Background: an optimization exercise with open tools, aiming at small area and a short achievable clock period. Do not read the settings as production practice.
Function was checked by simulation only, so behaviour that the tests miss may differ from the original.
Power and IR drop assume default switching activity.

`config.mk`:
```
export PLATFORM = sky130hd
export DESIGN_NAME = kps_core
export DESIGN_NICKNAME = kps_core
export VERILOG_FILES = /design/flow/design.v
export SDC_FILE = /design/flow/constraint.sdc
export NUM_CORES = 4
export LEC_CHECK = 0
export ABC_AREA = 1
export CAP_MARGIN = 0
export CORE_MARGIN = 2
export CORE_UTILIZATION = 40
export CTS_BUF_LIST = sky130_fd_sc_hd__clkbuf_8
export SETUP_SLACK_MARGIN = 5
export SLEW_MARGIN = 0
export TNS_END_PERCENT = 100
```
`constraint.sdc`:
```
create_clock -name core_clock -period 8.0 [get_ports {clk}]
set_input_delay 1.6000 -clock core_clock [delete_from_list [all_inputs] [get_ports {clk}]]
set_output_delay 1.6000 -clock core_clock [all_outputs]
set_load 0.01 [all_outputs]
```
`design.v`:
```
module kps_core #(
    parameter [7:0]  SENTINEL        = 8'hA5,
    parameter [3:0]  P_POS           = 4'b1001,
    parameter [3:0]  P_NEG           = 4'b0110,
    parameter [16:0] INIT_TICKS_FAST = 17'd50,
    parameter [16:0] INIT_TICKS_SLOW = 17'd1000
) (
    input  wire        clk,
    input  wire        rst,           
    input  wire        rx_valid,
    input  wire [39:0] rx_frame,
    output wire        rx_ready,
    input  wire        tick_fast,
    input  wire        tick_slow,
    output wire [3:0]  legs,
    output reg         tx_valid,
    output wire [39:0] tx_frame
);
    localparam [9:0]  DEF_FAST = INIT_TICKS_FAST * 10;
    localparam [13:0] DEF_SLOW = INIT_TICKS_SLOW / 10;
    reg        rdy;                   
    reg        op_start, op_rb_f, op_rb_s;
    reg        sel_f, sel_s, tx_ch;   
    reg        set_f, set_s;          
    reg [9:0]  per_f;
    reg [13:0] per_s;
    reg [7:0]  flg_f, flg_s;
    reg        run_mode;
    reg        ph_nz;                 
    reg        stop_req;
    reg        pos, neg;              
    reg        arm_f, arm_s;
    reg [9:1]  cnt_f;                 
    reg [3:0]  pre_s;                 
    reg [13:0] cnt_s;                 
    assign rx_ready = rdy;
    assign legs     = {pos, neg, neg, pos};
    assign tx_frame = {({8{sel_f}} & flg_f) | ({8{sel_s}} & flg_s),
                       2'b00,
                       ({4{sel_s}} & per_s[13:10]),
                       ({10{sel_f}} & per_f) | ({10{sel_s}} & per_s[9:0]),
                       7'h20, tx_ch, SENTINEL};
    wire [3:0]  rx_op  = rx_frame[15:12];
    wire        rx_ch  = rx_frame[8];
    wire [15:0] rx_val = rx_frame[31:16];
    wire        take   = rdy && rx_valid && rx_frame[7:0] == SENTINEL;
    wire        tk     = take && !rst;
    wire        we_f   = take && rx_op == 4'h1 && !rx_ch;
    wire        we_s   = take && rx_op == 4'h1 &&  rx_ch;
    wire        rx_stp = take && rx_op == 4'h3;
    function gt_const;
        input [15:0] x;
        input [15:0] k;
        integer i;
        reg r;
        begin
            r = 1'b0;
            for (i = 0; i < 16; i = i + 1)
                r = k[i] ? (x[i] & r) : (x[i] | r);
            gt_const = r;
        end
    endfunction
    wire        f_lo = !gt_const(rx_val, 16'd9);
    wire        f_hi = gt_const(rx_val, 16'd1000);
    wire        s_lo = rx_val == 16'd0;
    wire        s_hi = gt_const(rx_val, 16'd10000);
    wire [9:0]  new_f = ({10{!f_lo && !f_hi}} & rx_val[9:0]) |
                        ({10{f_lo}} & 10'd10) | ({10{f_hi}} & 10'd1000);
    wire [13:0] new_s = ({14{!s_lo && !s_hi}} & rx_val[13:0]) |
                        ({14{s_lo}} & 14'd1) | ({14{s_hi}} & 14'd10000);
    wire [9:0]  peff_f = set_f ? per_f : DEF_FAST;
    wire [13:0] peff_s = set_s ? per_s : DEF_SLOW;
    wire start_ok = op_start && !run_mode;
    wire run1     = run_mode || start_ok;
    wire stop1    = stop_req && !start_ok;
    wire arm_f1   = arm_f || start_ok;
    wire arm_s1   = arm_s || start_ok;
    wire [9:0]  base_f = {cnt_f, peff_f[0]};
    wire [13:0] base_s = cnt_s;
    wire [3:0]  bpre_s = pre_s;
    wire        lt15   = base_f < 10'd15;
    wire        wrap_s = bpre_s == 4'd9;
    wire        last_s = wrap_s && base_s == 14'd1;
    wire        el_f   = tick_fast && arm_f1 && lt15;
    wire        tk_s   = tick_slow && arm_s1;
    wire        el_s   = tk_s && last_s;
    wire        f_act  = el_f && run1;
    wire        s_act  = el_s && run1;
    wire        sstop  = s_act && stop1;
    wire        rearm  = s_act && !stop1;
    wire [9:0]  dec_f  = base_f - 10'd10;
    wire [9:0]  tck_f  = !arm_f1 ? base_f : lt15 ? peff_f : dec_f;
    reg  [9:0]  n_cnt_f;
    reg  [13:0] n_cnt_s;
    reg  [3:0]  n_pre_s;
    reg         n_ph_nz;
    reg         n_pos, n_neg, n_arm_f;
    always @(*) begin
        if (s_act || !run1) n_cnt_f = peff_f;
        else if (tick_fast) n_cnt_f = tck_f;
        else                n_cnt_f = base_f;
        if (el_s || !run1) begin
            n_cnt_s = peff_s;
            n_pre_s = 4'd0;
        end else if (tk_s) begin
            n_cnt_s = wrap_s ? base_s - 14'd1 : base_s;
            n_pre_s = wrap_s ? 4'd0 : bpre_s + 4'd1;
        end else begin
            n_cnt_s = base_s;
            n_pre_s = bpre_s;
        end
        n_ph_nz = ph_nz && !start_ok;
        n_pos   = pos;
        n_neg   = neg;
        n_arm_f = arm_f1;
        if (f_act) begin
            if (!n_ph_nz) begin         
                n_pos = 1'b1; n_neg = 1'b0; n_ph_nz = 1'b1;
            end else if (pos) begin     
                n_pos = 1'b0; n_neg = 1'b1;
            end else begin              
                n_pos = 1'b0; n_neg = 1'b0; n_arm_f = 1'b0;
            end
        end
        if (s_act) begin
            n_ph_nz = 1'b0;
            if (!stop1) n_arm_f = 1'b1;
        end
    end
    always @(posedge clk) begin
        rdy       <= !tk;
        op_start  <= tk && rx_op == 4'h2;
        op_rb_f   <= tk && rx_op == 4'h4 && !rx_ch;
        op_rb_s   <= tk && rx_op == 4'h4 &&  rx_ch;
        tx_valid  <= (op_rb_f || op_rb_s) && !rst;
        sel_f     <= op_rb_f && set_f;
        sel_s     <= op_rb_s && set_s;
        tx_ch     <= op_rb_s;
        if (we_f) begin
            per_f <= new_f;
            flg_f <= rx_frame[39:32];
        end
        if (we_s) begin
            per_s <= new_s;
            flg_s <= rx_frame[39:32];
        end
        cnt_f <= n_cnt_f[9:1];
        cnt_s <= n_cnt_s;
        pre_s <= n_pre_s;
        if (rst) begin
            set_f    <= 1'b0;
            set_s    <= 1'b0;
            run_mode <= 1'b0;
            ph_nz    <= 1'b0;
            stop_req <= 1'b0;
            pos      <= 1'b0;
            neg      <= 1'b0;
            arm_f    <= 1'b0;
            arm_s    <= 1'b0;
        end else begin
            if (we_f) set_f <= 1'b1;
            if (we_s) set_s <= 1'b1;
            run_mode <= run1 && !sstop;
            ph_nz    <= n_ph_nz;
            stop_req <= (stop1 && !sstop) || rx_stp;
            pos      <= n_pos;
            neg      <= n_neg;
            arm_f    <= n_arm_f && !we_f;
            arm_s    <= arm_s1 && !sstop && !we_s;
        end
    end
endmodule
```
`flow/run.sh`:
```
#!/bin/bash
# Standard ORFS layout (the standard.sh) with the standard synthesis; the
# port buffers use buf_1 instead of the delay cell buffer_ports picks by
# default (every port still gets its own buffer).
set -euo pipefail
bash standard.sh synth > synth.log 2>&1
bash standard.sh "BUFFER_PORTS_ARGS=-buffer_cell sky130_fd_sc_hd__buf_1"  finish > finish.log 2>&1
```
`standard.sh`:
```
#!/bin/bash
# synth_recipe.tcl (not shown) runs the flow's synth.tcl, then flattens the netlist and writes it again
# the make line also repeats each setting of config.mk as NAME=value (left out here)
make -C /OpenROAD-flow-scripts/flow DESIGN_CONFIG=/design/flow/config.mk WORK_HOME=/design/flow/orfs CLKGATE_MAP_FILE= SYNTH_SCRIPT=/design/flow/synth_recipe.tcl "${@:-finish}"
```
==> load_flow_metrics.sql, run 1 <==
INSERT INTO impl_metrics (metric_group, metric, value, unit) VALUES
('global_route', 'grt_start_max_net_pins', '27', ''),
('detailed_routing', 'drtPass1Iterations', '4', ''),
('pwr', 'leakagePower', '0.00197', 'µW'),
('die', 'row_count', '38', ''),
('timing', 'worstMarginPinSlew', '0.700', 'ns'),
('timing', 'number_of_hold_slack_violations_in_the_final_timing_report', '0', ''),
('detailed_routing', 'avgRoutedWirePerCell', '12.9', 'µm'),
('cts', 'cts_buffers', '9', ''),
('pwr', 'cellPowerDensity', '157', 'nW/µm²'),
('cts', 'cts_tree', 'yes', ''),
('yosys', 'synth_edf_count', '63', ''),
('detailed_routing', 'remaining_drc_errors', '0', ''),
('final_layout', 'finish.net_count', '626', ''),
('yosys', 'avgSynthCellArea', '8.65', 'µm²'),
('die', 'design.core.area', '10800', 'µm²'),
('place', 'io_buffer_count', '70', ''),
('detailed_routing', 'routed_wl', '9.29', 'mm'),
('yosys', 'synthFlopType', 'sky130_fd_sc_hd__edfxtp_1', ''),
('worst_setup_path', 'worst-endpoint-arrival', '1.24', 'ns'),
('worst_setup_path', 'critical_path.startpoint_type', 'register', ''),
('worst_setup_path', 'end_kind', 'output pin', ''),
('worst_setup_path', 'critical_path_peak_fanout', '22', ''),
('yosys', 'post_synth_inst_count', '515', ''),
('worst_setup_path', 'worst_path_dominant_cell_family', 'flip-flops', ''),
('worst_setup_path', 'critPathRequiredTime', '6.40', 'ns'),
('final_layout', 'syn_to_layout_area_delta', '10.6', '%'),
('worst_setup_path', 'worst-path-stages', '2', ''),
('yosys', 'ys_async_sr_fraction', '0', '%'),
('worst_hold_path', 'timing.hold.worst.class', 'reg -> reg', ''),
('cts', 'cts-htree-levels', '3', ''),
('worst_setup_path', 'stage_delay_of_the_slowest_cell_on_the_critical_path', '0.51', 'ns'),
('worst_setup_path', 'critPathBufInv', '1', ''),
('pwr', 'total_power', '772', 'µW'),
('detailed_routing', 'postRouteAntennaNets', '0', ''),
('yosys', 'yosys_warnings', '1', ''),
('place', 'finalWeightedCongestion', '0.850', ''),
('timing', 'layout_min_cycle_time', '2.84', 'ns'),
('detailed_routing', 'dr.first_iter.drc_count', '281', ''),
('die', 'floorplan.io_pins', '91', ''),
('yosys', 'synth_cell_types', '32', ''),
('timing', 'worst_hold_slack', '0.402', 'ns'),
('final_layout', 'filler_cell_count', '1081', ''),
('yosys', 'yosys_register_bits', '84', ''),
('cts', 'clk_latency', '0.36', 'ns'),
('final_layout', 'insertedDiodeCount', '0', ''),
('timing', 'achievable_frequency', '0.352', 'GHz'),
('global_route', 'vias_in_the_first_global_route', '3280', ''),
('worst_setup_path', 'timing.critical_path.cells', 'a22o_1 > buf_1', ''),
('timing', 'setup_total_negative_slack', '0', 'ns'),
('outcome', 'outcome', 'timing/DRC/antenna clean', ''),
('detailed_routing', 'post_drt_via_cell_ratio', '4.80', ''),
('worst_setup_path', 'worstSetupPathType', 'reg -> out', ''),
('yosys', 'synth_seq_area_share', '51.9', '%'),
('die', 'die_h', '110', 'µm'),
('worst_setup_path', 'cpMaxStageDelayCell', 'sky130_fd_sc_hd__dfxtp_4', ''),
('detailed_routing', 'dr_total_vias', '3469', ''),
('worst_setup_path', 'ff2ff_path_depth', '7', ''),
('final_layout', 'ratio_of_cells_with_drive_above_1_in_the_final_layout', '7.20', '%'),
('cts', 'cts_setup_buffers', '0', ''),
('cts', 'clockBufferDepth', '2', ''),
('yosys', 'post_synth_instance_area', '4460', 'µm²'),
('timing', 'rsz_0062_raised_after_global_routing', 'no', ''),
('die', 'dieArea', '12000', 'µm²'),
('global_route', 'grt_pass1_wl', '15.4', 'mm'),
('flow_run', 'maxCapViolCount', '0', ''),
('global_route', 'grt_antenna_before_repair', '0', ''),
('timing', 'clock-skew-final', '0.00900', 'ns'),
('timing', 'finalCritPeriodShare', '35.5', '%'),
('cts', 'clock_sink_count', '84', ''),
('cts', 'cts.clk_slew.worst_paths', '0.09', 'ns'),
('timing', 'slew-limit-headroom', '52.8', '%'),
('global_route', 'globalRouteTotalUtil', '16.9', '%'),
('place', 'hpwlAfterDp', '6.89', 'mm'),
('die', 'initial_core_util', '41.1', '%'),
('timing', 'setup_violations', '0', ''),
('die', 'fp.dieW', '110', 'µm'),
('cts', 'root_buffer_cell', 'sky130_fd_sc_hd__clkbuf_8', ''),
('pwr', 'vdd_ir_drop_max', '111', 'µV'),
('global_route', 'globalRoute.totalOverflow', '0', ''),
('timing', 'final_report_max_slew_violation_count', '0', ''),
('worst_hold_path', 'number_of_cells_on_the_worst_hold_path', '0', '');
[metrics by stage]
stage          worst slack (ns)  area (µm²)  instances  util [%]
6_report                   5.16        4930        723      45.5
5_1_grt                    5.07        4930        723      45.5
4_1_cts                    5.00        4920        723      45.4
3_5_place_dp               4.72        4740        707      43.7
3_3_place_gp               4.73        4740        707      43.7
2_1_floorplan              5.00        4540        530         -
[state kept, by name, indices dropped and copies added, names as in the netlist, 4 cells and up]
signal,cells
per_f,10
cnt_f,9
flg_s,8
pre_s,4
per_s,14
cnt_s,14
flg_f,8
[cell usage after synthesis, drive strengths merged, types with 5 or more instances]
cell type  number  share of area [%]
nand2         137                 12
nor2           64                6.5
edfxtp         63                 42
inv            62                5.2
nand3          40                4.6
buf            30                5.2
o21ai          30                3.6
dfxtp          21                9.4
a22o           18                3.5
a21oi          10                1.2
xor2            9                1.8
nor3            7               0.79
nand4           6               0.84
xnor2           5               0.98
[layout by cell type (no fill, tap or decap), drive strengths merged]
| master | count |
|---|---|
| clkinv | 2 |
| nand2 | 137 |
| a21boi | 1 |
| clkbuf | 9 |
| nor3 | 7 |
| xnor2 | 5 |
| nor2 | 64 |
| edfxtp | 63 |
| conb | 17 |
| clkinvlp | 2 |
| xor2 | 9 |
| nand4 | 6 |
| buf | 71 |
| a21oi | 10 |
| o21bai | 1 |
| nand3 | 40 |
| a22o | 18 |
| o21ai | 30 |
| inv | 65 |
| ha | 3 |
| nand3b | 1 |
| nor3b | 1 |
| dfxtp | 21 |
[metal layers]
layer | routed length, µm | up-vias | global-route usage, %
met5 | 0 | - | 0
met4 | 169 | 0 | 8.50
met3 | 416 | 13 | 3.32
met2 | 4500 | 81 | 26.7
met1 | 4210 | 1596 | 22.3
li1 | - | 1779 | -
[worst paths after layout]
check	startpoint	endpoint	slack (ns)
max reg2reg	cnt_s[0]$_DFFE_PP_	cnt_f[3]$_DFFE_PP_	5.87
min	op_rb_s$_DFF_P_	tx_ch$_DFF_P_	0.40
max	sel_s$_DFF_P_	tx_frame[25]	5.16
min reg2reg	op_rb_s$_DFF_P_	tx_ch$_DFF_P_	0.40
[final cells by class]
type                    instances  area (µm²)  share of cell area, %
clock inverters                 7        56.3                   1.14
multi-input cells             350        1750                   35.4
flip-flops and latches         84        2320                   47.1
clock buffers                   9         124                   2.51
repair buffers                 71         270                   5.48
well taps                     140         175                   3.55
inverters                      62         236                   4.80
[where the power goes]
part / total (µW) / internal [µW] / switching, µW
clock network: 282 / 117 / 165
registers: 463 / 463 / 0.0426
logic: 26.9 / 8.16 / 18.7
total: 772 / 589 / 183
[cells by family after synthesis]
group | Yosys count | synth area share, %
adder cells (fa/ha/maj) | 3 | 0.843
flip-flops | 84 | 51.9
XOR/XNOR | 14 | 2.75
buffers and inverters | 96 | 10.8
AND/OR/NAND/NOR | 256 | 24.9
AO/OA/AOI/OAI | 60 | 8.71
other | 2 | 0.169
[timing repair]
item,4_1_cts,5_1_grt
gates resized for setup,3,2
setup endpoints to repair,22,27
hold buffers,0,0
==> run 2, diff against run 1 <==
--- a/config.mk
+++ b/config.mk
@@ -6,10 +6,11 @@
 export NUM_CORES = 4
 export LEC_CHECK = 0
 export ABC_AREA = 1
-export CAP_MARGIN = 0
+export CAP_MARGIN = 20
 export CORE_MARGIN = 2
 export CORE_UTILIZATION = 40
 export CTS_BUF_LIST = sky130_fd_sc_hd__clkbuf_8
+export PLACE_DENSITY = 0.9
 export SETUP_SLACK_MARGIN = 5
-export SLEW_MARGIN = 0
+export SLEW_MARGIN = 20
 export TNS_END_PERCENT = 100
==> load_flow_metrics.sql, run 2 <==
INSERT INTO impl_metrics (metric_group, metric, value, unit) VALUES
('yosys', 'post_synth_instance_area', '4460', 'µm²'),
('worst_setup_path', 'stage_delay_of_the_slowest_cell_on_the_critical_path', '0.60', 'ns'),
('global_route', 'grtUsageMet3', '3.68', '%'),
('cts', 'clock_sink_count', '84', ''),
('worst_setup_path', 'crit_path_frequent_cell', 'sky130_fd_sc_hd__inv_1', ''),
('worst_setup_path', 'critPathBufInv', '3', ''),
('detailed_routing', 'postRouteAntennaNets', '0', ''),
('global_route', 'globalRoute.totalOverflow', '0', ''),
('global_route', 'grt_use_met1', '19.9', '%'),
('cts', 'cts_setup_buffers', '0', ''),
('timing', 'layout_min_cycle_time', '2.96', 'ns'),
('yosys', 'post_synth_inst_count', '515', ''),
('detailed_routing', 'remaining_drc_errors', '0', ''),
('timing', 'clock-skew-final', '0.0125', 'ns'),
('yosys', 'synthFlopType', 'sky130_fd_sc_hd__edfxtp_1', ''),
('yosys', 'synth_most_common_cell', 'sky130_fd_sc_hd__nand2_1', ''),
('detailed_routing', 'routed_wl', '9.45', 'mm'),
('die', 'die_h', '110', 'µm'),
('place', 'finalWeightedCongestion', '0.918', ''),
('yosys', 'cell_type_with_the_largest_total_area_after_synthesis', 'sky130_fd_sc_hd__edfxtp_1', ''),
('timing', 'setup_total_negative_slack', '0', 'ns'),
('final_layout', 'finish.net_count', '626', ''),
('timing', 'number_of_hold_slack_violations_in_the_final_timing_report', '0', ''),
('cts', 'clk_latency', '0.35', 'ns'),
('outcome', 'outcome', 'timing/DRC/antenna clean', ''),
('global_route', 'grtUsageMet2', '27.7', '%'),
('final_layout', 'final_common_cell', 'sky130_fd_sc_hd__nand2_1', ''),
('detailed_routing', 'drtPass1Iterations', '6', ''),
('final_layout', 'fin_area', '4950', 'µm²'),
('worst_hold_path', 'number_of_cells_on_the_worst_hold_path', '0', ''),
('die', 'dieArea', '12000', 'µm²'),
('pwr', 'leakagePower', '0.00199', 'µW'),
('timing', 'slew-limit-headroom', '44.4', '%'),
('timing', 'final_report_max_slew_violation_count', '0', ''),
('flow_run', 'maxCapViolCount', '0', ''),
('yosys', 'netlist.area_leader.share', '42.5', '%'),
('yosys', 'synth_seq_area_share', '51.9', '%'),
('global_route', 'grt.busiest_layer', 'met2', ''),
('pwr', 'vdd_ir_drop_max', '75.1', 'µV'),
('detailed_routing', 'dr.first_iter.drc_count', '341', ''),
('yosys', 'ys_async_sr_fraction', '0', '%'),
('yosys', 'yosys_warnings', '1', ''),
('worst_setup_path', 'critical_path.startpoint_type', 'input pin', ''),
('timing', 'worstMarginPinSlew', '0.831', 'ns'),
('global_route', 'globalRouteTotalUtil', '16.4', '%'),
('worst_setup_path', 'worst-path-stages', '5', ''),
('timing', 'setup_violations', '0', ''),
('pwr', 'cellPowerDensity', '161', 'nW/µm²'),
('worst_setup_path', 'critical_path_peak_fanout', '18', ''),
('cts', 'root_buffer_cell', 'sky130_fd_sc_hd__clkbuf_8', ''),
('cts', 'cts_buffers', '9', ''),
('worst_setup_path', 'cpMaxStageDelayCell', 'sky130_fd_sc_hd__inv_1', ''),
('die', 'design.core.area', '10800', 'µm²'),
('worst_setup_path', 'end_kind', 'register', ''),
('timing', 'achievable_frequency', '0.338', 'GHz'),
('yosys', 'synth_edf_count', '63', ''),
('global_route', 'grt_pass1_wl', '15.3', 'mm'),
('worst_hold_path', 'timing.hold.worst.class', 'reg -> reg', ''),
('cts', 'cts-htree-levels', '3', ''),
('yosys', 'yosys-top-cells-area', 'sky130_fd_sc_hd__edfxtp_1 42%, sky130_fd_sc_hd__nand2_1 11%, sky130_fd_sc_hd__dfxtp_1 9.4%, sky130_fd_sc_hd__inv_1 5.1%, sky130_fd_sc_hd__nand3_1 4.4%', ''),
('cts', 'clockBufferDepth', '2', ''),
('global_route', 'vias_in_the_first_global_route', '3363', ''),
('detailed_routing', 'avgRoutedWirePerCell', '13.1', 'µm'),
('timing', 'rsz_0062_raised_after_global_routing', 'yes', ''),
('die', 'floorplan.io_pins', '91', ''),
('yosys', 'yosys_register_bits', '84', ''),
('cts', 'cts.clk_slew.worst_paths', '0.09', 'ns'),
('place', 'placed_area', '4730', 'µm²'),
('worst_setup_path', 'critPathRequiredTime', '7.98', 'ns'),
('final_layout', 'insertedDiodeCount', '0', ''),
('final_layout', 'largest_registers', 'cnt_s: 14 flops, per_s: 14 flops, per_f: 10 flops', ''),
('timing', 'finalCritPeriodShare', '37.0', '%'),
('global_route', 'grt_start_max_net_pins', '27', ''),
('worst_setup_path', 'worst_path_dominant_cell_family', 'buffers and inverters', ''),
('cts', 'cts_tree', 'yes', ''),
('die', 'row_count', '38', ''),
('yosys', 'synth_cell_types', '32', ''),
('final_layout', 'commonest_non_fill_non_tap_cells_in_the_layout', '135 x sky130_fd_sc_hd__nand2_1, 70 x sky130_fd_sc_hd__buf_1, 63 x sky130_fd_sc_hd__edfxtp_1', ''),
('worst_setup_path', 'worst-endpoint-arrival', '2.94', 'ns'),
('yosys', 'synth_common_cells', '135 x sky130_fd_sc_hd__nand2_1, 63 x sky130_fd_sc_hd__edfxtp_1, 60 x sky130_fd_sc_hd__inv_1', ''),
('worst_setup_path', 'timing.critical_path.cells', 'buf_1 > inv_1 > nor3_2 > nand4_1 > inv_1', ''),
('die', 'initial_core_util', '41.1', '%'),
('final_layout', 'syn_to_layout_area_delta', '11.2', '%'),
('detailed_routing', 'post_drt_via_cell_ratio', '5.02', ''),
('worst_setup_path', 'worstSetupPathType', 'in -> reg', ''),
('global_route', 'grt_antenna_before_repair', '0', ''),
('worst_setup_path', 'ff2ff_path_depth', '7', ''),
('die', 'fp.dieW', '110', 'µm'),
('yosys', 'avgSynthCellArea', '8.65', 'µm²'),
('final_layout', 'ratio_of_cells_with_drive_above_1_in_the_final_layout', '7.03', '%'),
('place', 'hpwlAfterDp', '6.85', 'mm'),
('place', 'io_buffer_count', '70', ''),
('detailed_routing', 'dr_total_vias', '3630', '');
-- run 2: cell types whose count changed in the layout (fill, tap and decap cells not counted), sizes merged --
cell      previous run  this run
bufinv               0         1
nor3b                1         2
buf                 71        70
clkinvlp             2         1
-- run 2: cells by family after synthesis --
kind of cell	synth area share [%]
buf+inv	10.8
fa+ha+maj	0.843
compound gates	8.71
xor+xnor	2.75
simple gates	24.9
other cells	0.169
flops	51.9
-- run 2: path summary, 6_finish.rpt --
kind	to	start	slack, ns
max	per_f[1]$_DFFE_PP_	rx_frame[12]	5.04
min	tx_ch$_DFF_P_	op_rb_s$_DFF_P_	0.37
max reg2reg	cnt_f[5]$_DFFE_PP_	cnt_s[0]$_DFFE_PP_	5.82
min reg2reg	tx_ch$_DFF_P_	op_rb_s$_DFF_P_	0.37
-- run 2: where the power goes --
group / leakage [µW] / switching (µW) / internal (µW) / total [µW]
Clock: 0.000102 / 161 / 149 / 310
Combinational: 0.00106 / 19.2 / 8.21 / 27.4
Sequential: 0.000828 / 0.0442 / 463 / 463
Total: 0.00199 / 180 / 620 / 800
-- run 2: cell type report --
type | instances | area [µm²]
inverters | 62 | 233
clock buffers | 9 | 124
flip-flops and latches | 84 | 2320
multi-input cells | 351 | 1760
fillers | 1003 | 5890
well taps | 140 | 175
repair buffers | 70 | 263
clock inverters | 7 | 81.3
-- run 2: repair_timing --
| action | in CTS | in global routing |
|---|---|---|
| endpoints found under the setup margin | 44 | 34 |
| pin swaps | 1 | 1 |
| gates resized for setup | 2 | 2 |
| cloned | 0 | 1 |
| hold buffers | 0 | 0 |
-- run 2: metrics by stage --
stage / util (%) / setup WS [ns] / hold slack, ns / total power (µW) / instances
after floorplan: - / 5.00 / 0.351 / 494 / 530
after global placement: 43.6 / 4.60 / 0.363 / 500 / 706
after detailed placement: 43.6 / 4.62 / 0.366 / 501 / 706
after CTS: 45.5 / 5.01 / 0.372 / 803 / 722
after global routing: 45.7 / 4.93 / 0.382 / 828 / 723
final: 45.7 / 5.04 / 0.373 / 800 / 723
-- run 2: metal layers --
layer | vias to the layer above | share of wire (%)
met2 | 149 | 50
met5 | - | 0
met1 | 1674 | 40
li1 | 1779 | -
met3 | 28 | 6.4
met4 | 0 | 3.5
-- run 2: worst register-to-register path: stages (launching register included) --
cell and delay, ns:
sky130_fd_sc_hd__edfxtp_1 0.43, sky130_fd_sc_hd__ha_1 0.23, sky130_fd_sc_hd__nand3_1 0.10, sky130_fd_sc_hd__nor2_2 0.05, sky130_fd_sc_hd__nand2_4 0.09, sky130_fd_sc_hd__nor2_4 0.06, sky130_fd_sc_hd__nor2_4 0.42, sky130_fd_sc_hd__nand2_1 0.43
==> run 3, diff against run 2 <==
--- a/config.mk
+++ b/config.mk
@@ -10,7 +10,7 @@
 export CORE_MARGIN = 2
 export CORE_UTILIZATION = 40
 export CTS_BUF_LIST = sky130_fd_sc_hd__clkbuf_8
-export PLACE_DENSITY = 0.9
+export PLACE_DENSITY = 0.7
 export SETUP_SLACK_MARGIN = 5
 export SLEW_MARGIN = 20
 export TNS_END_PERCENT = 100
==> load_flow_metrics.sql, run 3 <==
INSERT INTO impl_metrics (metric_group, metric, value, unit) VALUES
('detailed_routing', 'drtPass1Iterations', '4', ''),
('pwr', 'total_power', '795', 'µW'),
('cts', 'root_buffer_cell', 'sky130_fd_sc_hd__clkbuf_8', ''),
('timing', 'final_report_max_slew_violation_count', '0', ''),
('timing', 'layout_min_cycle_time', '2.94', 'ns'),
('worst_setup_path', 'critical_path.startpoint_type', 'input pin', ''),
('detailed_routing', 'dr_total_vias', '3541', ''),
('yosys', 'synth_common_cells', '135 x sky130_fd_sc_hd__nand2_1, 63 x sky130_fd_sc_hd__edfxtp_1, 60 x sky130_fd_sc_hd__inv_1', ''),
('die', 'die_h', '110', 'µm'),
('outcome', 'outcome', 'timing/DRC/antenna clean', ''),
('timing', 'rsz_0062_raised_after_global_routing', 'no', ''),
('worst_hold_path', 'worst_hold_startpoint', 'op_rb_s$_DFF_P_', ''),
('yosys', 'synth_top_family_by_area', 'simple AND/OR/NAND/NOR gates', ''),
('yosys', 'netlist.area_leader.share', '42.5', '%'),
('place', 'io_buffer_count', '70', ''),
('yosys', 'post_synth_instance_area', '4460', 'µm²'),
('yosys', 'synth_compound_gate_area_share', '8.71', '%'),
('timing', 'finalCritPeriodShare', '36.8', '%'),
('yosys', 'yosys_register_bits', '84', ''),
('global_route', 'grt_start_max_net_pins', '27', ''),
('cts', 'clockBufferDepth', '2', ''),
('yosys', 'synth_edf_count', '63', ''),
('detailed_routing', 'dr.first_iter.drc_count', '278', ''),
('worst_setup_path', 'worst-endpoint-arrival', '2.96', 'ns'),
('yosys', 'yosys-top-cells-area', 'sky130_fd_sc_hd__edfxtp_1 42%, sky130_fd_sc_hd__nand2_1 11%, sky130_fd_sc_hd__dfxtp_1 9.4%, sky130_fd_sc_hd__inv_1 5.1%, sky130_fd_sc_hd__nand3_1 4.4%', ''),
('global_route', 'grt_antenna_before_repair', '0', ''),
('cts', 'cts-hold-fix-buffers', '0', ''),
('detailed_routing', 'post_drt_via_cell_ratio', '4.90', ''),
('detailed_routing', 'routed_wl', '9.74', 'mm'),
('timing', 'setup_total_negative_slack', '0', 'ns'),
('yosys', 'synth_xor_xnor_area_share', '2.75', '%'),
('timing', 'slew-limit-headroom', '56.3', '%'),
('yosys', 'post_synth_inst_count', '515', ''),
('cts', 'cts_tree', 'yes', ''),
('die', 'dieArea', '12000', 'µm²'),
('final_layout', 'stdcell_count', '723', ''),
('die', 'row_count', '38', ''),
('yosys', 'post_synth_and_or_nand_nor_area_fraction', '24.9', '%'),
('final_layout', 'commonest_non_fill_non_tap_cells_in_the_layout', '134 x sky130_fd_sc_hd__nand2_1, 70 x sky130_fd_sc_hd__buf_1, 63 x sky130_fd_sc_hd__edfxtp_1', ''),
('detailed_routing', 'postRouteAntennaNets', '0', ''),
('worst_setup_path', 'critical_path_peak_fanout', '18', ''),
('timing', 'clock-skew-final', '0.0111', 'ns'),
('final_layout', 'filler_cell_count', '1069', ''),
('yosys', 'synth_most_common_cell', 'sky130_fd_sc_hd__nand2_1', ''),
('cts', 'cts-htree-levels', '3', ''),
('yosys', 'yosys_warnings', '1', ''),
('worst_setup_path', 'timing.rr.start', 'cnt_s[0]$_DFFE_PP_', ''),
('pwr', 'cellPowerDensity', '160', 'nW/µm²'),
('final_layout', 'final_common_cell', 'sky130_fd_sc_hd__nand2_1', ''),
('yosys', 'synth_seq_area_share', '51.9', '%'),
('cts', 'cts_setup_buffers', '0', ''),
('global_route', 'grt_pass1_wl', '15.8', 'mm'),
('die', 'floorplan.io_pins', '91', ''),
('yosys', 'cell_type_with_the_largest_total_area_after_synthesis', 'sky130_fd_sc_hd__edfxtp_1', ''),
('cts', 'clock_sink_count', '84', ''),
('final_layout', 'syn_to_layout_area_delta', '11.3', '%'),
('yosys', 'synth_cell_types', '32', ''),
('cts', 'cts.clk_slew.worst_paths', '0.08', 'ns'),
('flow_run', 'maxCapViolCount', '0', ''),
('timing', 'achievable_frequency', '0.340', 'GHz'),
('global_route', 'globalRouteTotalUtil', '17.2', '%'),
('place', 'hpwlAfterDp', '6.99', 'mm'),
('yosys', 'ys_async_sr_fraction', '0', '%'),
('pwr', 'vdd_ir_drop_max', '98.8', 'µV'),
('place', 'finalWeightedCongestion', '0.885', ''),
('cts', 'cts_buffers', '9', ''),
('yosys', 'yosys-mux-area-fraction', '0', '%'),
('global_route', 'vias_in_the_first_global_route', '3396', ''),
('yosys', 'synthFlopType', 'sky130_fd_sc_hd__edfxtp_1', ''),
('yosys', 'synth_adder_area_share', '0.842', '%'),
('pwr', 'leakagePower', '0.00198', 'µW'),
('timing', 'setup_violations', '0', ''),
('timing', 'number_of_hold_slack_violations_in_the_final_timing_report', '0', ''),
('worst_hold_path', 'timing.hold.worst.class', 'reg -> reg', ''),
('die', 'fp.dieW', '110', 'µm'),
('place', 'numPlacedInstances', '706', ''),
('final_layout', 'finish.net_count', '626', ''),
('worst_setup_path', 'timing.critical_path.from', 'rx_frame[12]', ''),
('timing', 'worstMarginPinSlew', '0.655', 'ns'),
('detailed_routing', 'avgRoutedWirePerCell', '13.5', 'µm'),
('cts', 'clk_latency', '0.36', 'ns'),
('worst_setup_path', 'end_kind', 'register', ''),
('yosys', 'avgSynthCellArea', '8.65', 'µm²'),
('detailed_routing', 'remaining_drc_errors', '0', ''),
('die', 'initial_core_util', '41.1', '%'),
('global_route', 'globalRoute.totalOverflow', '0', ''),
('final_layout', 'largest_registers', 'cnt_s: 14 flops, per_s: 14 flops, per_f: 10 flops', ''),
('die', 'design.core.area', '10800', 'µm²'),
('worst_setup_path', 'critPathRequiredTime', '8.02', 'ns'),
('worst_setup_path', 'worstSetupPathType', 'in -> reg', ''),
('final_layout', 'ratio_of_cells_with_drive_above_1_in_the_final_layout', '7.38', '%'),
('final_layout', 'insertedDiodeCount', '0', '');
run 3: kinds of logic after synthesis:
kind of cell,Yosys count
compound gates,60
xor+xnor,14
fa+ha+maj,3
buf+inv,96
flops,84
other cells,2
simple gates,256
run 3: routing by layer:
layer	GRT usage, %	vias to the layer above	wire (µm)
met2	29.5	91	4900
met4	7.87	0	261
met1	21.0	1653	4110
met3	2.96	18	472
met5	0	-	0
li1	-	1779	-
run 3: worst paths after layout:
kind / endpoint / slack, ns / cells past startpoint
worst max-delay path: flg_f[6]$_DFFE_PP_ / 5.06 / 5
worst min-delay path: tx_ch$_DFF_P_ / 0.40 / 0
worst max register to register: cnt_f[2]$_DFFE_PP_ / 5.92 / 7
worst min register to register: tx_ch$_DFF_P_ / 0.40 / 0
run 3: per-stage QoR:
step / setup WS (ns) / util, % / hold slack (ns) / area, µm²
2_1_floorplan: 5.00 / - / 0.351 / 4540
3_3_place_gp: 4.56 / 43.6 / 0.388 / 4730
3_5_place_dp: 4.47 / 43.6 / 0.390 / 4730
4_1_cts: 4.88 / 45.6 / 0.396 / 4940
5_1_grt: 5.00 / 45.8 / 0.402 / 4960
6_report: 5.06 / 45.8 / 0.400 / 4960
run 3: report_power, final:
group,switching (µW),total (µW),internal [µW]
combinational,19.3,27.6,8.25
sequential,0.0460,463,463
clock,159,305,145
total,179,795,616
run 3: final cells by class:
class / count / area (µm²) / area share, %
clock inverter: 7 / 75.1 / 1.51
clock buffer: 9 / 124 / 2.50
sequential: 84 / 2320 / 46.8
multi-input combinational: 351 / 1770 / 35.6
inverter: 62 / 236 / 4.77
timing repair buffer: 70 / 263 / 5.30
tap: 140 / 175 / 3.53
run 3: critical path, stage by stage:
cell and delay, ns:
sky130_fd_sc_hd__buf_1 0.09, sky130_fd_sc_hd__inv_1 0.08, sky130_fd_sc_hd__nor3_2 0.42, sky130_fd_sc_hd__nand4_1 0.32
sky130_fd_sc_hd__clkinvlp_4 0.44
run 3: repair_timing:
item / in CTS / in global routing
pin swaps: 1 / 0
gates resized for setup: 2 / 5
cloned: 1 / 0
setup endpoints to repair: 44 / 45
==> run 4, diff against run 3 <==
--- a/flow/run.sh
+++ b/flow/run.sh
@@ -4,4 +4,4 @@
 # default (every port still gets its own buffer).
 set -euo pipefail
 bash standard.sh synth > synth.log 2>&1
-bash standard.sh "BUFFER_PORTS_ARGS=-buffer_cell sky130_fd_sc_hd__buf_1"  finish > finish.log 2>&1
+bash standard.sh "BUFFER_PORTS_ARGS=-buffer_cell sky130_fd_sc_hd__buf_1"  REMOVE_ABC_BUFFERS=1 finish > finish.log 2>&1
--- a/config.mk
+++ b/config.mk
@@ -10,7 +10,6 @@
 export CORE_MARGIN = 2
 export CORE_UTILIZATION = 40
 export CTS_BUF_LIST = sky130_fd_sc_hd__clkbuf_8
-export PLACE_DENSITY = 0.7
 export SETUP_SLACK_MARGIN = 5
 export SLEW_MARGIN = 20
 export TNS_END_PERCENT = 100
==> load_flow_metrics.sql, run 4 <==
INSERT INTO impl_metrics (metric_group, metric, value, unit) VALUES
('place', 'io_buffer_count', '70', ''),
('pwr', 'power.share.combinational', '3.3', '%'),
('worst_setup_path', 'crit-reg2reg-capture', 'cnt_f[2]$_DFFE_PP_', ''),
('die', 'die_h', '110', 'µm'),
('pwr', 'swShare', '22.6', '%'),
('detailed_routing', 'post_drt_via_cell_ratio', '4.86', ''),
('timing', 'setup_violations', '0', ''),
('die', 'dieArea', '12000', 'µm²'),
('final_layout', 'largest_registers', 'cnt_s: 14 flops, per_s: 14 flops, per_f: 10 flops', ''),
('die', 'floorplan.io_pins', '91', ''),
('final_layout', 'fin_area', '4920', 'µm²'),
('cts', 'cts_tree', 'yes', ''),
('yosys', 'synth_edf_count', '63', ''),
('worst_setup_path', 'critPathRequiredTime', '6.40', 'ns'),
('worst_hold_path', 'number_of_cells_on_the_worst_hold_path', '0', ''),
('die', 'design.core.area', '10800', 'µm²'),
('worst_setup_path', 'timing.rr.start', 'cnt_s[0]$_DFFE_PP_', ''),
('cts', 'cts_setup_buffers', '0', ''),
('cts', 'cts.clk_slew.worst_paths', '0.09', 'ns'),
('pwr', 'clock_power_share', '38.6', '%'),
('pwr', 'internal_power', '617', 'µW'),
('yosys', 'yosys_warnings', '1', ''),
('timing', 'finalCritPeriodShare', '35.6', '%'),
('timing', 'rsz_0062_raised_after_global_routing', 'no', ''),
('pwr', 'leakagePower', '0.00196', 'µW'),
('worst_setup_path', 'setup_slack_of_the_most_critical_reg_to_reg_path', '5.79', 'ns'),
('die', 'row_count', '38', ''),
('timing', 'clock-skew-final', '0.0107', 'ns'),
('detailed_routing', 'postRouteAntennaNets', '0', ''),
('global_route', 'globalRouteTotalUtil', '16.5', '%'),
('pwr', 'netSwitchingPower', '180', 'µW'),
('final_layout', 'finish.net_count', '626', ''),
('yosys', 'post_synth_instance_area', '4460', 'µm²'),
('final_layout', 'ratio_of_cells_with_drive_above_1_in_the_final_layout', '6.69', '%'),
('yosys', 'synth_cell_types', '32', ''),
('worst_setup_path', 'timing.critical_path.cells', 'a22o_1 > buf_1', ''),
('final_layout', 'insertedDiodeCount', '0', ''),
('yosys', 'ys_async_sr_fraction', '0', '%'),
('timing', 'setup_total_negative_slack', '0', 'ns'),
('worst_hold_path', 'timing.hold.worst.class', 'reg -> reg', ''),
('detailed_routing', 'drtPass1Iterations', '5', ''),
('place', 'placed_area', '4710', 'µm²'),
('yosys', 'synth_seq_area_share', '51.9', '%'),
('cts', 'cts-htree-levels', '3', ''),
('detailed_routing', 'dr_total_vias', '3515', ''),
('detailed_routing', 'avgRoutedWirePerCell', '13.3', 'µm'),
('yosys', 'cell_type_with_the_largest_total_area_after_synthesis', 'sky130_fd_sc_hd__edfxtp_1', ''),
('yosys', 'synth_most_common_cell', 'sky130_fd_sc_hd__nand2_1', ''),
('worst_setup_path', 'worst-path-stages', '2', ''),
('cts', 'clk_latency', '0.36', 'ns'),
('detailed_routing', 'dr.first_iter.drc_count', '175', ''),
('timing', 'number_of_hold_slack_violations_in_the_final_timing_report', '0', ''),
('pwr', 'cellPowerDensity', '162', 'nW/µm²'),
('yosys', 'synth_common_cells', '135 x sky130_fd_sc_hd__nand2_1, 63 x sky130_fd_sc_hd__edfxtp_1, 60 x sky130_fd_sc_hd__inv_1', ''),
('final_layout', 'filler_cell_count', '1060', ''),
('final_layout', 'final_common_cell', 'sky130_fd_sc_hd__nand2_1', ''),
('worst_setup_path', 'timing.critical_path.from', 'sel_s$_DFF_P_', ''),
('cts', 'clock_sink_count', '84', ''),
('timing', 'layout_min_cycle_time', '2.85', 'ns'),
('worst_setup_path', 'ff2ff_path_depth', '7', ''),
('worst_setup_path', 'stage_delay_of_the_slowest_cell_on_the_critical_path', '0.51', 'ns'),
('worst_setup_path', 'crit_end', 'tx_frame[20]', ''),
('global_route', 'globalRoute.totalOverflow', '0', ''),
('yosys', 'netlist.area_leader.share', '42.5', '%'),
('flow_run', 'maxCapViolCount', '0', ''),
('worst_setup_path', 'cpMaxStageDelayCell', 'sky130_fd_sc_hd__dfxtp_4', ''),
('worst_setup_path', 'worst_path_dominant_cell_family', 'flip-flops', ''),
('outcome', 'outcome', 'timing/DRC/antenna clean', ''),
('worst_setup_path', 'end_kind', 'output pin', ''),
('timing', 'slew-limit-headroom', '54.7', '%'),
('worst_setup_path', 'critical_path_peak_fanout', '22', '');
-- run 4: cell families (layout without fill, tap and decap cells) --
| family | count (synthesis) | in the layout | share of synthesized area [%] |
|---|---|---|---|
| simple gates | 256 | 256 | 24.9 |
| buf+inv | 96 | 149 | 10.8 |
| flops | 84 | 84 | 51.9 |
| compound gates | 60 | 60 | 8.71 |
| xor+xnor | 14 | 14 | 2.75 |
| fa+ha+maj | 3 | 3 | 0.843 |
| other cells | 2 | 17 | 0.169 |
-- run 4: how the worst min path moves through the flow --
stage                    start       endpoint
4_1_cts        op_rb_s$_DFF_P_  tx_ch$_DFF_P_
6_report       op_rb_s$_DFF_P_  tx_ch$_DFF_P_
3_5_place_dp   op_rb_s$_DFF_P_  tx_ch$_DFF_P_
5_1_grt        op_rb_s$_DFF_P_  tx_ch$_DFF_P_
2_1_floorplan  op_rb_s$_DFF_P_  tx_ch$_DFF_P_
3_3_place_gp   op_rb_s$_DFF_P_  tx_ch$_DFF_P_
-- run 4: area by class of cell --
class,count,area [µm²],area share [%]
tap,140,175,3.56
clock inverter,7,75.1,1.52
timing repair buffer,71,270,5.49
sequential,84,2320,47.1
multi-input combinational,350,1720,35.0
clock buffer,9,124,2.52
inverter,62,236,4.80
-- run 4: per-stage QoR --
stage | power, µW | cells | setup slack [ns] | util (%) | hold WS, ns
3_5_place_dp | 500 | 707 | 4.64 | 43.5 | 0.367
4_1_cts | 804 | 723 | 5.01 | 45.4 | 0.389
5_1_grt | 821 | 723 | 5.08 | 45.4 | 0.398
3_3_place_gp | 500 | 707 | 4.66 | 43.5 | 0.365
6_report | 797 | 723 | 5.15 | 45.4 | 0.387
2_1_floorplan | 487 | 496 | 3.92 | - | 0.351
-- run 4: timing repair --
item,CTS,global route
endpoints found under the setup margin,22,25
gates resized for setup,3,2
hold buffers,0,0
-- run 4: per-layer routing --
metal / track usage (%) / part of all wire (%) / vias to the layer above / wire length, µm
li1: - / - / 1779 / -
met1: 22.8 / 47 / 1631 / 4550
met2: 25.9 / 46 / 87 / 4440
met3: 2.85 / 4.6 / 18 / 443
met4: 6.78 / 2.0 / 0 / 189
met5: 0 / 0 / - / 0
-- run 4: power by group through the flow --
stage	Clock [µW]	Combinational (µW)	Sequential, µW
finish	307	26.4	463
global route	327	30.6	463
CTS	315	26.4	463
detailed placement	0	26.2	474
global placement	0	25.8	474
floorplan	0	13.3	474

what the ideal ports hide:
In the flow no input, the clock included, has a driving cell. The finished layouts below were timed again as built, in two steps.
Step 1: set_driving_cell puts a clkbuf_16 on clk and a buf_2 on each other input, an assumption about the parent block.
Step 2 adds t to the input delays and takes it off the output delays; t is the mean of the earliest and latest rising clock arrival at the registers after step 1. Input paths then give back, and output paths get back, about the clock's delay inside the block.
Three values: ideal ports, drivers, drivers and shift; two values: the first two.
run	t, ns	slack for setup (ns)	worst hold slack (ns)	worst data-port slew with drivers (ns)	pins driven straight from the clock port
run 1	0.393	5.160 / 5.125 / 4.877	0.402 / 0.402 / 0.402	0.04	1
run 2	0.378	5.042 / 5.048 / 4.671	0.373 / 0.373 / 0.373	0.05	1
run 3	0.385	5.055 / 5.065 / 4.680	0.400 / 0.400 / 0.400	0.04	1
run 4	0.382	5.153 / 5.124 / 4.817	0.387 / 0.387 / 0.387	0.04	1
After both steps every run listed still meets setup and hold. The setup slack of run 3, which loses most, moves by +0.010 ns with the drivers and by -0.375 ns with both steps.
